Source: an optimization exercise on an open RTL-to-GDS flow (aim: small area). Production flows keep margins and buffers that such runs may drop. Function was checked by simulation only, so behaviour that the tests miss may differ from the original. Power is estimated from default activity; no workload was simulated.

## jic
module jic (
    input  wire        clk,
    input  wire        rst,
    input  wire [7:0]  btn_edge,
    input  wire        tick,
    input  wire [7:0]  pin,
    input  wire        conv_done,
    input  wire [15:0] raw0,
    input  wire [15:0] raw1,
    input  wire [15:0] raw2,
    input  wire [15:0] raw3,
    input  wire        tx_done,
    input  wire        plat_fault,
    input  wire [5:0]  tx_raddr,
    output reg         conv_start,
    output reg         tx_start,
    output wire [5:0]  tx_len,
    output wire [7:0]  tx_rdata,
    output wire        tx_busy,
    output wire [7:0]  frame_btn,
    output wire [15:0] frame_ax0,
    output wire [15:0] frame_ax1,
    output wire [15:0] frame_ax2,
    output wire [15:0] frame_ax3,
    output wire        frame_valid,
    output wire        halted
);
    reg         mode_q;             
    reg         div_q;              
    reg         halted_q;
    reg  [3:0]  deb_q [0:7];        
    reg  [7:0]  stable_q;
    reg  [4:0]  cnt_q;              
    reg  [3:0]  rp_q;               
    reg  [7:0]  btn_snap_q;
    reg         conv_busy_q;
    reg  [15:0] acc_q [0:3];        
    reg         frame_valid_q;
    reg  [7:0]  frame_btn_q;
    reg  [12:0] frame_ax_q [0:3];
    reg  [7:0]  pkt_btn_q;
    reg  [12:0] pkt_ax_q [0:3];
    reg         tx_busy_q;
    wire [15:0] raw [0:3];
    assign raw[0] = raw0;
    assign raw[1] = raw1;
    assign raw[2] = raw2;
    assign raw[3] = raw3;
    wire active = !halted_q && !plat_fault;
    wire [12:0] ch_scaled [0:3];
    wire [20:0] acc_sum   [0:3];
    wire [20:0] acc_div   [0:3];
    wire [4:0]  acc_hi    [0:3];
    assign acc_hi[0] = frame_ax_q[1][4:0];
    assign acc_hi[1] = frame_ax_q[0][4:0];
    assign acc_hi[2] = frame_ax_q[3][4:0];
    assign acc_hi[3] = frame_ax_q[2][4:0];
    genvar g;
    generate
        for (g = 0; g < 4; g = g + 1) begin : g_ch
            localparam NEG = (g == 1 || g == 2);
            wire        cin = NEG ? 1'b0 : mode_q;
            wire        c16, c21;
            wire [15:0] lo;
            wire [4:0]  hi;
            jic_add #(16) u_add (.a(raw[g]), .b(acc_q[g][15:0]), .ci(cin), .s(lo), .co(c16));
            jic_add #(5)  u_inc (.a(acc_hi[g]), .b(5'd0), .ci(c16), .s(hi), .co(c21));
            assign acc_sum[g] = {hi, lo};
  ...
Size in the first run: roughly 2800 cells after synthesis, roughly 180 I/O pins, about 18000 sq um of cells after synthesis.
Settings: LEC_CHECK=0, ABC_AREA=1, CAP_MARGIN=20, CORE_MARGIN=2, CORE_UTILIZATION=60, SLEW_MARGIN=20; clock period 32.0 ns.
standard.sh (not shown) runs the stock make flow with config.mk's settings and CLKGATE_MAP_FILE= SYNTH_SCRIPT=/design/flow/synth_recipe.tcl, a recipe that flattens the netlist after the stock synthesis.
==> flow/flow/run.sh <==
#!/bin/bash
# Layout flow: the standard synthesis, its combinational logic re-mapped for
# area (registers untouched), then the standard layout steps with the
# smallest buffer cell on the ports and a clock tree without dummy loads.
set -uo pipefail
HERE=$(cd "$(dirname "$0")" && pwd)
export BUFFER_PORTS_ARGS="-buffer_cell sky130_fd_sc_hd__buf_1"
export CTS_ARGS="-sink_clustering_enable -repair_clock_nets -dont_use_dummy_load -buf_list sky130_fd_sc_hd__clkbuf_4 -sink_clustering_size 8 -sink_clustering_max_diameter 60"

bash standard.sh synth > standard_synth.log 2>&1 || { tail -20 standard_synth.log; exit 1; }

RES=$PWD/orfs/results/$FLOW_PLATFORM/jic/base
LOGS=$PWD/orfs/logs/$FLOW_PLATFORM/jic/base
LIB=$FLOW_HOME/platforms/$FLOW_PLATFORM/lib/sky130_fd_sc_hd__tt_025C_1v80.lib
DU=$(grep -o -- "-dont_use [^ ]*" $LOGS/1_2_yosys.log | sort -u | tr '\n' ' ')
cp $RES/1_2_yosys.v standard_1_2_yosys.v
if bash $HERE/resyn.sh standard_1_2_yosys.v resyn_1_2_yosys.v "$LIB" "$DU" > resyn.log 2>&1; then
  # keep the result only if it has the same registers
  regs() { grep -oE "sky130_fd_sc_hd__e?dfxtp_[0-9] +[^ (]+" "$1" | sort; }
  if [[ -s resyn_1_2_yosys.v ]] && diff <(regs standard_1_2_yosys.v) <(regs resyn_1_2_yosys.v) > resyn_regs.diff; then
    cp resyn_1_2_yosys.v $RES/1_2_yosys.v
    rm -f $RES/1_synth.odb $RES/1_synth.sdc
    echo "re-mapped netlist in use" >> resyn.log
  else
    echo "register mismatch: standard netlist kept" >> resyn.log
  fi
else
  echo "re-map failed: standard netlist kept" >> resyn.log
fi

bash standard.sh > standard.log 2>&1
status=$?
tail -20 standard.log
exit $status
Other scripts of this flow, unchanged in this note and not shown: flow/flow/lib2v.py, flow/flow/resyn.abc, flow/flow/resyn.sh
Next try:
--- a/flow/design.v
+++ b/flow/design.v
@@ -214,57 +214,52 @@
     output wire        halted
 );
     reg         mode_q;             
     reg         div_q;              
     reg         halted_q;
     reg  [3:0]  deb_q [0:7];        
     reg  [7:0]  stable_q;
     reg  [4:0]  cnt_q;              
     reg  [3:0]  rp_q;               
     reg  [7:0]  btn_snap_q;
     reg         conv_busy_q;
-    reg  [15:0] acc_q [0:3];        
+    reg  [20:0] acc_q [0:3];        
     reg         frame_valid_q;
     reg  [7:0]  frame_btn_q;
     reg  [12:0] frame_ax_q [0:3];
     reg  [7:0]  pkt_btn_q;
     reg  [12:0] pkt_ax_q [0:3];
     reg         tx_busy_q;
     wire [15:0] raw [0:3];
     assign raw[0] = raw0;
     assign raw[1] = raw1;
     assign raw[2] = raw2;
     assign raw[3] = raw3;
     wire active = !halted_q && !plat_fault;
     wire [12:0] ch_scaled [0:3];
     wire [20:0] acc_sum   [0:3];
     wire [20:0] acc_div   [0:3];
-    wire [4:0]  acc_hi    [0:3];
-    assign acc_hi[0] = frame_ax_q[1][4:0];
-    assign acc_hi[1] = frame_ax_q[0][4:0];
-    assign acc_hi[2] = frame_ax_q[3][4:0];
-    assign acc_hi[3] = frame_ax_q[2][4:0];
     genvar g;
     generate
         for (g = 0; g < 4; g = g + 1) begin : g_ch
             localparam NEG = (g == 1 || g == 2);
             wire        cin = NEG ? 1'b0 : mode_q;
             wire        c16, c21;
             wire [15:0] lo;
             wire [4:0]  hi;
             jic_add #(16) u_add (.a(raw[g]), .b(acc_q[g][15:0]), .ci(cin), .s(lo), .co(c16));
-            jic_add #(5)  u_inc (.a(acc_hi[g]), .b(5'd0), .ci(c16), .s(hi), .co(c21));
+            jic_add #(5)  u_inc (.a(acc_q[g][20:16]), .b(5'd0), .ci(c16), .s(hi), .co(c21));
             assign acc_sum[g] = {hi, lo};
             wire [16:0] d   = {~c16, lo};
             jic_scale #(.NEG(NEG)) u_scale (.d(d), .scaled(ch_scaled[g]));
-            wire [5:0] r  = {acc_hi[g], acc_q[g][15]};
+            wire [5:0] r  = {acc_q[g][20:16], acc_q[g][15]};
             wire       qb = r[5] | (r[4] & (r[3] | r[2]));    
             wire [5:0] rs;
             wire       cs;
             jic_add #(6) u_sub (.a(r), .b(6'd44), .ci(1'b0), .s(rs), .co(cs));   
             wire [5:0] rn = qb ? rs : r;
             assign acc_div[g] = {rn[4:0], acc_q[g][14:0], ~qb};
         end
     endgenerate
     wire cal_conv  = active && conv_done && !mode_q;
     wire switch_en = cal_conv && (cnt_q == 5'd19);
     wire run       = mode_q || switch_en;
@@ -311,23 +306,23 @@
     always @(posedge clk) begin
         if (rst) begin
             mode_q         <= 1'b0;
             halted_q       <= 1'b0;
             for (i = 0; i < 8; i = i + 1)
                 deb_q[i] <= 4'd0;
             stable_q       <= 8'd0;
             cnt_q          <= 5'd0;
             rp_q           <= 4'd0;
             conv_busy_q    <= 1'b0;
             for (c = 0; c < 4; c = c + 1)
-                acc_q[c] <= 16'd0;
+                acc_q[c] <= 21'd0;
             frame_valid_q  <= 1'b0;
             tx_busy_q      <= 1'b0;
             conv_start     <= 1'b0;
             tx_start       <= 1'b0;
         end else begin
             if (plat_fault)
                 halted_q <= 1'b1;
             if (switch_en) begin
                 mode_q <= 1'b1;
                 div_q  <= 1'b1;
             end
@@ -348,57 +343,43 @@
                     conv_busy_q <= 1'b0;
             end
             if (div_step) begin
                 rp_q <= rp_inc;
                 if (rp_q == 4'd15)
                     div_q <= 1'b0;
             end else if (active && wrap) begin
                 rp_q <= rp_wrap ? 4'd0 : rp_inc;
             end
             for (c = 0; c < 4; c = c + 1) begin
                 if (cal_conv)
-                    acc_q[c] <= acc_sum[c][15:0];
+                    acc_q[c] <= acc_sum[c];
                 else if (div_step)
-                    acc_q[c] <= acc_div[c][15:0];
+                    acc_q[c][15:0] <= acc_div[c][15:0];
+                if (mode_q)
+                    acc_q[c][20:16] <= acc_div[c][20:16];
             end
             conv_start <= active && wrap;
             tx_start   <= render;
         end
     end
     always @(posedge clk) begin
-        if (rst) begin
-            for (c = 0; c < 4; c = c + 1)
-                frame_ax_q[c][4:0] <= 5'd0;
-        end else if (commit) begin
-            frame_ax_q[0] <= ch_scaled[1];
-            frame_ax_q[1] <= ch_scaled[0];
-            frame_ax_q[2] <= ch_scaled[3];
-            frame_ax_q[3] <= ch_scaled[2];
-        end else if (cal_conv) begin
-            frame_ax_q[1][4:0] <= acc_sum[0][20:16];
-            frame_ax_q[0][4:0] <= acc_sum[1][20:16];
-            frame_ax_q[3][4:0] <= acc_sum[2][20:16];
-            frame_ax_q[2][4:0] <= acc_sum[3][20:16];
-        end else if (div_step) begin
-            frame_ax_q[1][4:0] <= acc_div[0][20:16];
-            frame_ax_q[0][4:0] <= acc_div[1][20:16];
-            frame_ax_q[3][4:0] <= acc_div[2][20:16];
-            frame_ax_q[2][4:0] <= acc_div[3][20:16];
-        end
-    end
-    always @(posedge clk) begin
         if (!rst) begin
             if (active && wrap)
                 btn_snap_q <= stable_n;
-            if (commit)
+            if (commit) begin
                 frame_btn_q   <= btn_snap_q;
+                frame_ax_q[0] <= ch_scaled[1];
+                frame_ax_q[1] <= ch_scaled[0];
+                frame_ax_q[2] <= ch_scaled[3];
+                frame_ax_q[3] <= ch_scaled[2];
+            end
             if (render) begin
                 pkt_btn_q   <= btn_snap_q;
                 pkt_ax_q[0] <= ch_scaled[1];
                 pkt_ax_q[1] <= ch_scaled[0];
                 pkt_ax_q[2] <= ch_scaled[3];
                 pkt_ax_q[3] <= ch_scaled[2];
             end
         end
     end
     jic_render u_render (
         .btn (pkt_btn_q),
Power is higher by 7.2%.
Design area came out higher by 2.5%.
Clock power came out higher by about 6%.
Routed wire length falls by 2.2%.
Via count falls by 0.43%.
Count of clock-buffer cells in the layout went up by 2.
Sequential cell count came out higher by 20.

==> what the ideal ports hide <==
The flow's constraints put no driver on any port. The routed layouts listed below were extracted and timed again, unchanged, in two steps.
Step 1 (the two cells are an assumption about what drives the block):
set clk [get_ports {clk}]
set_driving_cell -lib_cell sky130_fd_sc_hd__clkbuf_16 $clk
set_driving_cell -lib_cell sky130_fd_sc_hd__buf_2 [delete_from_list [all_inputs] $clk]
Step 2 also shifts input and output timing later by t, the mid clock arrival at the registers, as if the neighbouring blocks saw the same clock.
Slacks: ideal ports / drivers / drivers and shift; pairs: ideal ports / drivers.
run	t, ns	setup WS [ns]	worst data-port slew with drivers (ns)
the first run	0.690	7.807 / 7.785 / 7.785	0.05
the second run	0.694	8.189 / 8.170 / 8.170	0.07
After both steps setup and hold are still met in every run listed. The setup slack of the first run, which loses most, moves by -0.022 ns with the drivers and by -0.022 ns with both steps.
